Background: an optimization exercise with open tools, aiming at small area, a short achievable clock period and few clock cycles. Do not read the settings as production practice.
In this exercise RTL edits were held to simulation tests only and were not proved equivalent to the original.
Power figures rest on the tool's default switching activity, not on a simulated workload.

## alpha
// cmri_core
module cmri_core (
    input  wire        clk,
    input  wire        rst,
    input  wire [6:0]  local_id,
    input  wire        rx_valid,
    input  wire [7:0]  rx_data,
    output wire        rx_ready,
    input  wire [63:0] in_lines,
    output wire        ev_valid,
    input  wire        ev_ready,
    output wire [2:0]  ev_kind,
    output wire [7:0]  ev_data,
    output wire        ev_bit,
    output wire [63:0] out_lines,
    output wire [15:0] cnt_bytes,
    output wire [15:0] cnt_frames_seen,
    output wire [15:0] cnt_frames_proc,
    output wire [15:0] cnt_errors
);
    wire       disp_valid;
    wire       disp_match;
    wire       parse_error;
    wire       is_i;
    wire       is_t;
    wire       is_p;
    wire       n_in_payload;
    wire       n_in_maybe;
    wire       n_store;
    wire       n_is_p;
    wire [6:0] pay_len;
    wire [7:0] pay_rd_data;
    wire [6:0] pay_rd_addr;
    wire [63:0] first8;
    wire [63:0] first8_hi;
    wire       sel_pick;
    wire       f_sel;
    wire       n_f_sel;
    wire       byte_taken;
    wire       p_region;
    reg  [7:0] node_addr;
    always @(posedge clk)
        node_addr <= {1'b0, local_id} + 8'd65;
    assign byte_taken = rx_valid & rx_ready;
    cmri_parser u_parser (
        .clk          (clk),
        .rst          (rst),
        .node_addr    (node_addr),
        .in_valid     (byte_taken),
        .in_byte      (rx_data),
        .p_ok         (rx_ready),
        .p_region     (p_region),
  ...
For scale: ~3100 cells after synthesis, about 850 flip-flops.
clock: 8.0 ns
lec_check: 0
cap_margin: 20
core_margin: 2
core_utilization: 40
cts_buf_list: sky130_fd_sc_hd__clkbuf_8
setup_slack_margin: 4.5
slew_margin: 20
standard.sh (not shown) runs the stock make flow with config.mk's settings and CLKGATE_MAP_FILE= SYNTH_SCRIPT=/design/flow/synth_recipe.tcl, a recipe that flattens the netlist after the stock synthesis.
==> flow/flow/run.sh <==
#!/bin/bash
# The standard layout, with plain buffers on the ports instead of the
# default delay-cell choice, and a clock tree without dummy loads.
set -euo pipefail
bash standard.sh finish 'BUFFER_PORTS_ARGS=-buffer_cell sky130_fd_sc_hd__buf_2' \
  'CTS_ARGS=-sink_clustering_enable -repair_clock_nets -dont_use_dummy_load' > make_finish.log 2>&1
Every stage of the flow completed for alpha, and the final layout passed the timing, DRC and antenna checks.
Testbench counts of alpha, summed over its fixed seeds: cycles 37,517.
### alpha -> beta
-- flow/config.mk --
<<< alpha, line 9
export CORE_MARGIN = 2
export CORE_UTILIZATION = 40
export CTS_BUF_LIST = sky130_fd_sc_hd__clkbuf_8
export SETUP_SLACK_MARGIN = 4.5
export SLEW_MARGIN = 20
>>> beta, line 9
export CORE_MARGIN = 2
export CORE_UTILIZATION = 40
export SETUP_SLACK_MARGIN = 4.5
export SLEW_MARGIN = 20
### Flow results
- alpha -> beta: wire length on met2 delta 0, exact match
- From beta to alpha, adder and majority gate portion of the synthesized area did not move at all.
- Count of endpoints failing hold in the final timing report delta (alpha -> beta): insignificant

========
Setup of before:
cmri_core, a different RTL version from the one above (not shown whole).
Size: roughly 900 flip-flops, roughly 230 I/O pins.
// cmri_core
module cmri_core (
    input  wire        clk,
    input  wire        rst,
    input  wire [6:0]  local_id,
    input  wire        rx_valid,
    input  wire [7:0]  rx_data,
    output wire        rx_ready,
    input  wire [63:0] in_lines,
    output wire        ev_valid,
    input  wire        ev_ready,
    output wire [2:0]  ev_kind,
    output wire [7:0]  ev_data,
    output wire        ev_bit,
    output wire [63:0] out_lines,
    output wire [15:0] cnt_bytes,
    output wire [15:0] cnt_frames_seen,
    output wire [15:0] cnt_frames_proc,
    output wire [15:0] cnt_errors
);
clock: 8.0 ns
lec_check: 0
cap_margin: 20
core_margin: 2
core_utilization: 40
setup_slack_margin: 4.5
slew_margin: 20
run.sh (not shown) runs the stock make flow with config.mk's settings and CLKGATE_MAP_FILE= SYNTH_SCRIPT=/design/flow/synth_recipe.tcl, a recipe that flattens the netlist after the stock synthesis.
Stock flow here: none of the scripts above is used.
Testbench counts of before, summed over its fixed seeds: cycles 40,267.
[inputs] after vs before
==> flow/flow/run.sh (new file) <==
#!/bin/bash
# The standard layout, with plain buffers on the ports instead of the
# default delay-cell choice.
set -euo pipefail
bash standard.sh finish 'BUFFER_PORTS_ARGS=-buffer_cell sky130_fd_sc_hd__buf_2' > make_finish.log 2>&1
==> flow/standard.sh (new file) <==
#!/bin/bash
# synth_recipe.tcl (not shown) runs the flow's synth.tcl, then flattens the netlist and writes it again
# the make line also repeats each setting of config.mk as NAME=value (left out here)
make -C /OpenROAD-flow-scripts/flow DESIGN_CONFIG=/design/flow/config.mk WORK_HOME=/design/flow/orfs CLKGATE_MAP_FILE= SYNTH_SCRIPT=/design/flow/synth_recipe.tcl "${@:-finish}"
removed: flow/run.sh
Findings:
The final layout from after, which completed every stage, passed the timing, DRC and antenna checks at the end of the flow. Re achievable frequency: before and after aren't equal, and the lower value belongs to after. Sort before and after by count of antenna diodes in the layout, descending, and after comes first. Worst path arrival time: after vs before up 0.14 ns. As far as count of max-cap constraint violations goes, before and after are indistinguishable; the numbers are identical. Global-route wire length before repair: after < before. Relative contribution of the clock network to total power | after above before. before and after ended up with nearly the same clock latency at the later pin of the worst-skew pair. Comparing before against after, there is no change at all in maximum buffer depth of the clock tree. NOTE: detailed-router iteration count before antenna repair in after falls short of that of before. after reports its cell with the largest stage delay on the worst path as a2111oi_0 while before reports clkdlybuf4s50_1. Summary: final critical delay including setup and external delays, after worse than before. Run comparison: after critical path class register to register; before critical path class primary input to register.

[re-timing with driven ports]
No port has a modelled driver above. Below, the same layouts with a new extraction and two added sets of constraints.
Step 1: set_driving_cell puts a clkbuf_16 on clk and a buf_2 on each other input, an assumption about the parent block.
Step 2 adds t to the input delays and takes it off the output delays; t is the mean of the earliest and latest rising clock arrival at the registers after step 1. Input paths then give back, and output paths get back, about the clock's delay inside the block.
a / b / c = ideal / step 1 / step 2; a / b = the first two.
run	shift t [ns]	slack for setup (ns)	cell pins on the clock port's net
alpha	0.714	4.569 / 4.569 / 4.002	1
beta	0.714	4.569 / 4.569 / 4.002	1
before	0.744	4.510 / 4.464 / 3.785	1
after	0.734	4.332 / 4.332 / 3.810	1
After both steps setup and hold are still met in every run listed. For before, which loses most, drivers alone change the setup slack by -0.046 ns; drivers and shift together by -0.725 ns.
